Background: an optimization exercise with open tools, aiming at small area, a short achievable clock period and few clock cycles. Do not read the settings as production practice.
In this exercise RTL edits were held to simulation tests only and were not proved equivalent to the original.
Power is estimated from default activity; no workload was simulated.

Setup of the reference run:
## ota_core
module ota_core (
    input  wire        clk,
    input  wire        rst,
    input  wire        cmd_valid,
    output reg         cmd_ready,
    input  wire [2:0]  cmd_op,
    input  wire [31:0] cmd_arg,
    input  wire        in_valid,
    output reg         in_ready,
    input  wire [7:0]  in_data,
    output reg         rsp_valid,
    output reg  [31:0] rsp_data,
    output reg         out_valid,
    output reg  [7:0]  out_data,
    output reg         dict_we,
    output reg  [10:0] dict_waddr,
    output reg  [7:0]  dict_wdata,
    output reg  [10:0] dict_raddr,
    input  wire [7:0]  dict_rdata
);
Settings: LEC_CHECK=0, CAP_MARGIN=20, CORE_MARGIN=2, CORE_UTILIZATION=50, SLEW_MARGIN=20; clock period 10.0 ns.
standard.sh (not shown) runs the stock make flow with config.mk's settings and CLKGATE_MAP_FILE= SYNTH_SCRIPT=/design/flow/synth_recipe.tcl, a recipe that flattens the netlist after the stock synthesis.
==> flow/flow/run.sh <==
#!/bin/bash
set -euo pipefail
bash standard.sh SETUP_SLACK_MARGIN=7 finish > standard_flow.log 2>&1
Testbench counts of the reference run, summed over its fixed seeds: cycles 130,440.
Changes in the trial run relative to the reference run:
- CORE_UTILIZATION: 50 -> 60
==> flow/flow/run.sh <==
#!/bin/bash
set -euo pipefail
bash standard.sh SETUP_SLACK_MARGIN=6.9 finish > standard_flow.log 2>&1
==> comparison <==
Post-placement setup slack was lower in the reference run than in the trial run. From the reference run to the trial run the numbers moved as follows: routed length on met3 increased by 18% relative to the old numbers, largest fanout on the critical path now smaller, met2 track utilization from global routing went up 8.9 points, cell count down 71. The trial run: number of buffers and inverters on the critical path is 2 higher than what the reference run reported. Part of the total power dissipated in the clock network delta for the trial run relative to the reference run: 1.7 points lower. Going from the reference run to the trial run, the routed wire length was found to have gone down by 360 um. Looking only at total chip power, and setting everything else aside, the higher value of the reference run and the trial run goes to the reference run. Wire length per cell: the trial run > the reference run. Comparing the reference run and the trial run, the higher global placer's final weighted congestion is on the trial run.


ota_core, a different RTL version from the one above (not shown whole).
Size in the first run: ~130 I/O pins.
clock: 10.0 ns
lec_check: 0
cap_margin: 20
core_margin: 2
core_utilization: 40
slew_margin: 20
==> flow/flow/run.sh <==
#!/bin/bash
set -euo pipefail
bash standard.sh SETUP_SLACK_MARGIN=7 CTS_ARGS=-sink_clustering_enable\ -repair_clock_nets\ -sink_buffer_max_cap_derate\ 0.05 finish > standard_flow.log 2>&1
The starting point completed with no timing, DRC or antenna violations.
Testbench counts at the start, summed over its fixed seeds: cycles 130,440.
Change:
==> flow/flow/run.sh (replaced) <==
#!/bin/bash
set -euo pipefail
bash standard.sh SETUP_SLACK_MARGIN=6.95 finish > standard_flow.log 2>&1
CORE_UTILIZATION = 45   (was 40)
The changed run ran to the end with no violations; sequential power is about the same; cell area falls by 3.2%; non-clock buffer count falls by 22; via count decreases by 1.2%; global-route usage is higher by 2.4 points.
Change:
CORE_UTILIZATION = 40   (was 45)
=>
- The new run went through all stages and came out clean
- design area went up by 1.6%
- cell count came out higher by 2.7%
- maximum frequency is about the same
- first-iteration DRC count climbs by 23%
- global-route usage shrinks by 2.7 points
- via count went up by 0.48%
- clock-buffer cell count is lower by 6
- clock skew increases by 0.011 ns
- setup slack degrades by 0.0067 ns
- routed wire length rises by 2.1%
- power rises by 2.1%
Change:
==> flow/flow/run.sh (replaced) <==
#!/bin/bash
set -euo pipefail
bash standard.sh SETUP_SLACK_MARGIN=7 finish > standard_flow.log 2>&1
CTS_CLUSTER_DIAMETER = 50   (was default)
CTS_CLUSTER_SIZE = 25   (was default)
What happened:
- The new run completed with no timing, DRC or antenna violations
- maximum frequency came out lower by 1.1%
- power came out higher by 4.2%
- register-to-register slack is better by 0.08 ns
- cell count came out higher by 0.92%


## violet
Another version of the RTL of ota_core (not shown whole).
For scale: ~130 I/O pins, roughly 0.017 sq mm of cells after synthesis.
Settings: LEC_CHECK=0, CAP_MARGIN=20, CORE_MARGIN=2, CORE_UTILIZATION=40, CTS_CLUSTER_DIAMETER=100, CTS_CLUSTER_SIZE=24, SLEW_MARGIN=20; clock period 10.0 ns.
==> flow/flow/run.sh <==
#!/bin/bash
set -euo pipefail
bash standard.sh SETUP_SLACK_MARGIN=6.85 BUFFER_PORTS_ARGS=-buffer_cell\ sky130_fd_sc_hd__buf_2 finish > standard_flow.log 2>&1
violet went all the way through synthesis, placement and routing and the layout is clean on timing, DRC and antenna.
Testbench counts of violet, summed over its fixed seeds: cycles 130,440.
Input-level comparison between juniper and violet:
- CORE_UTILIZATION changed from 40 to 45
[summary]
The final layout from juniper, which completed every stage, passed the timing, design-rule and antenna checks at the end of the flow. Maximum frequency essentially unchanged between violet and juniper. Status: final cycle utilization of the critical path parity (juniper, violet). violet has a higher met1 wire length than juniper. Setup slack in juniper is larger than in violet. When juniper is measured against violet, its global-route wire length before repair turns out 4.5% lower. violet → juniper: total vias in the final route fell about 1.3%; worst max-slew margin expressed relative to the limit moved up; met2 track demand over resource in global routing higher. Cell depth of the worst min-delay path: juniper vs violet identical.
### juniper -> ember
- a deleted CTS_CLUSTER_DIAMETER that had been 100
- a deleted CTS_CLUSTER_SIZE that had been 24
==> flow/flow/run.sh <==
#!/bin/bash
set -euo pipefail
bash standard.sh SETUP_SLACK_MARGIN=6.95 CTS_ARGS=-sink_clustering_enable\ -repair_clock_nets\ -sink_clustering_size\ 20\ -sink_clustering_max_diameter\ 80 finish > standard_flow.log 2>&1
==> notes.md <==
Diff juniper -> ember: total of plain and repair buffers excluding clock buffers climbed 66, post-route worst setup slack went up by 0.080 ns, maximum fanout along the worst path saw a decrease, post-route cell area grew by 0.0013 sq mm.
Between ember and juniper, pre-CTS setup slack is lower for ember, juniper comes in above that.
The core of ember is more densely filled than that of juniper.
Slew of the pin with the lowest slew margin: lower on ember
juniper has a higher fraction of area in registers than ember.
Smallest hold slack across ember and juniper: no real change.
Changes in tundra relative to ember:
- setting CTS_CLUSTER_SIZE to 24 for the first time
- changing CORE_UTILIZATION from 45 to 40
- setting CTS_CLUSTER_DIAMETER to 100 for the first time
==> flow/flow/run.sh <==
#!/bin/bash
set -euo pipefail
bash standard.sh SETUP_SLACK_MARGIN=6.95 finish > standard_flow.log 2>&1
### Flow results
Every run in the comparison, tundra and ember, completed the flow with a clean layout. Placed cell area ended up about 0.55% higher on tundra than on ember. Cell area | tundra vs ember | tundra smaller. Status: sum of routed wire length over all layers parity (tundra, ember). Run comparison: ember worst-path cell with the longest stage delay dfxtp_4; tundra worst-path cell with the longest stage delay dfxtp_1. tundra against ember: total design power went down about 3%, power share of the combinational group higher, detailed placement HPWL -0.77%. Summary of tundra over ember: starting density of the core decreased by 4.9 points relative to the old numbers; worst-case reg-to-reg path depth increased by 2 relative to the old numbers; portion of the clock cycle consumed by the worst path in the final layout closely matched the old numbers.


RTL: one of the versions met above, not the one the previous note started from.
Size: roughly 1800 cells after synthesis, roughly 310 flip-flops, roughly 130 I/O pins.
export LEC_CHECK = 0
export CAP_MARGIN = 20
export CORE_MARGIN = 2
export CORE_UTILIZATION = 40
export GPL_TIMING_DRIVEN = 1
export SLEW_MARGIN = 20
create_clock -name core_clock -period 10.0 [get_ports {clk}]
==> flow/flow/run.sh <==
#!/bin/bash
set -euo pipefail
bash standard.sh SETUP_SLACK_MARGIN=6.95 finish > standard_flow.log 2>&1
Testbench counts at the start, summed over its fixed seeds: cycles 130,440.
Next try:
==> flow/flow/run.sh (replaced) <==
#!/bin/bash
set -euo pipefail
bash standard.sh SETUP_SLACK_MARGIN=6.9 finish > standard_flow.log 2>&1
- CORE_UTILIZATION: 40 -> 50
- GPL_TIMING_DRIVEN: 1 -> not set
After rerunning: Total power goes down by 0.55%. Register-to-register slack improves by 80 ps. Non-clock buffer count goes down by 4. Hold slack degrades by 27 ps.
Next try:
==> flow/flow/run.sh (replaced) <==
#!/bin/bash
set -euo pipefail
bash standard.sh SETUP_SLACK_MARGIN=7 finish > standard_flow.log 2>&1
- CORE_UTILIZATION: 50 -> 40
Outcome:
- sequential power is about the same
- non-clock buffer count went up by 23
- sequential share of layout area drops by 0.91 points
- hold slack gains 23 ps
Next try:
- TNS_END_PERCENT: not set -> 20
After rerunning:
- setup slack is worse by 45 ps
- power rises by about 0.33%
- clock-buffer cell count does not change
- synthesized area does not change
- wire length is about the same
- via count rises by about 0.6%
- core utilization falls by 0.57 points


ota_core with an RTL version that a note above also has.
Size in the first run: roughly 1800 cells after synthesis, about 310 flip-flops, roughly 130 I/O pins, roughly 0.017 mm^2 of cells after synthesis.
// ota_core
module ota_core (
    input  wire        clk,
    input  wire        rst,
    input  wire        cmd_valid,
    output reg         cmd_ready,
    input  wire [2:0]  cmd_op,
    input  wire [31:0] cmd_arg,
    input  wire        in_valid,
    output reg         in_ready,
    input  wire [7:0]  in_data,
    output reg         rsp_valid,
    output reg  [31:0] rsp_data,
    output reg         out_valid,
    output reg  [7:0]  out_data,
    output reg         dict_we,
    output reg  [10:0] dict_waddr,
    output reg  [7:0]  dict_wdata,
    output reg  [10:0] dict_raddr,
    input  wire [7:0]  dict_rdata
);
export LEC_CHECK = 0
export CAP_MARGIN = 20
export CORE_MARGIN = 2
export CORE_UTILIZATION = 40
export CTS_CLUSTER_DIAMETER = 100
export CTS_CLUSTER_SIZE = 24
export SLEW_MARGIN = 20
create_clock -name core_clock -period 10.0 [get_ports {clk}]
==> flow/flow/run.sh <==
#!/bin/bash
set -euo pipefail
bash standard.sh SETUP_SLACK_MARGIN=6.8 BUFFER_PORTS_ARGS=-buffer_cell\ sky130_fd_sc_hd__buf_2 finish > standard_flow.log 2>&1
The first run finished clean.
Testbench counts at the start, summed over its fixed seeds: cycles 130,440.
Then changed:
==> flow/flow/run.sh (replaced) <==
#!/bin/bash
set -euo pipefail
bash standard.sh SETUP_SLACK_MARGIN=6.95 CTS_ARGS=-sink_clustering_enable\ -repair_clock_nets\ -sink_clustering_size\ 24\ -sink_clustering_max_diameter\ 100 finish > standard_flow.log 2>&1
- CORE_UTILIZATION: 40 -> 45
- CTS_CLUSTER_DIAMETER: 100 -> default
- CTS_CLUSTER_SIZE: 24 -> default
Effect: First-iteration DRC count falls by 8.6%; final area rises by 6.1%; area after synthesis does not change; non-clock buffer count rises by 76; clock skew falls by 3.4 ps; count of clock-buffer cells in the layout rises by 1; via count rises by 2.4%; setup slack is better by 130 ps; sequential share of layout area falls by 1.4 points; global-route usage rises by 3.7 points; critical path depth is unchanged.

-- re-timing with driven ports --
How much do the figures lean on ideal ports? The routed layouts below were timed once more, with nothing changed but the port constraints.
Step 1 (the two cells are an assumption about what drives the block):
set clk [get_ports {clk}]
set_driving_cell -lib_cell sky130_fd_sc_hd__clkbuf_16 $clk
set_driving_cell -lib_cell sky130_fd_sc_hd__buf_2 [delete_from_list [all_inputs] $clk]
Step 2 times the ports against the registers' clock, not the clock port: input delays grow and output delays shrink by t, the midpoint of the rising clock arrivals with the driver on.
Slacks: ideal / step 1 / step 2; pairs: ideal / step 1.
run	shift t [ns]	setup WS [ns]	hold slack, ns	latest minus earliest clock arrival (ns)	cell pins on the clock port's net
the reference run	0.577	6.555 / 6.555 / 5.978	0.330 / 0.330 / 0.330	0.024 / 0.024	1
the trial run	0.556	6.580 / 6.592 / 6.035	0.350 / 0.350 / 0.350	0.018 / 0.017	1
the first run of note 2	0.885	6.639 / 6.587 / 6.335	0.344 / 0.344 / 0.344	0.052 / 0.052	1
the second run of note 2	0.565	6.977 / 6.925 / 6.591	0.330 / 0.330 / 0.330	0.012 / 0.012	1
the third run of note 2	0.571	6.970 / 6.917 / 6.584	0.353 / 0.353 / 0.353	0.023 / 0.022	1
the fourth run of note 2	0.611	6.937 / 6.883 / 6.570	0.358 / 0.358 / 0.358	0.022 / 0.022	1
violet	0.586	6.870 / 6.812 / 6.649	0.342 / 0.342 / 0.342	0.024 / 0.024	1
juniper	0.575	6.878 / 6.826 / 6.566	0.335 / 0.335 / 0.335	0.030 / 0.031	1
ember	0.591	6.958 / 6.903 / 6.475	0.334 / 0.334 / 0.334	0.017 / 0.018	1
tundra	0.572	6.959 / 6.906 / 6.502	0.335 / 0.335 / 0.335	0.027 / 0.027	1
the first run of note 4	0.571	6.970 / 6.917 / 6.584	0.353 / 0.353 / 0.353	0.023 / 0.022	1
the second run of note 4	0.566	6.886 / 6.831 / 6.599	0.326 / 0.326 / 0.326	0.023 / 0.023	1
the third run of note 4	0.593	6.968 / 6.911 / 6.584	0.349 / 0.349 / 0.349	0.017 / 0.017	1
the fourth run of note 4	0.607	6.923 / 6.867 / 6.617	0.352 / 0.352 / 0.352	0.032 / 0.032	1
the first run of note 5	0.587	6.828 / 6.768 / 6.663	0.341 / 0.341 / 0.341	0.026 / 0.026	1
the second run of note 5	0.574	6.959 / 6.903 / 6.483	0.336 / 0.336 / 0.336	0.023 / 0.024	1
After both steps every run listed still meets setup and hold. For the reference run, which loses most, drivers alone change the setup slack by 0.000 ns; drivers and shift together by -0.577 ns.
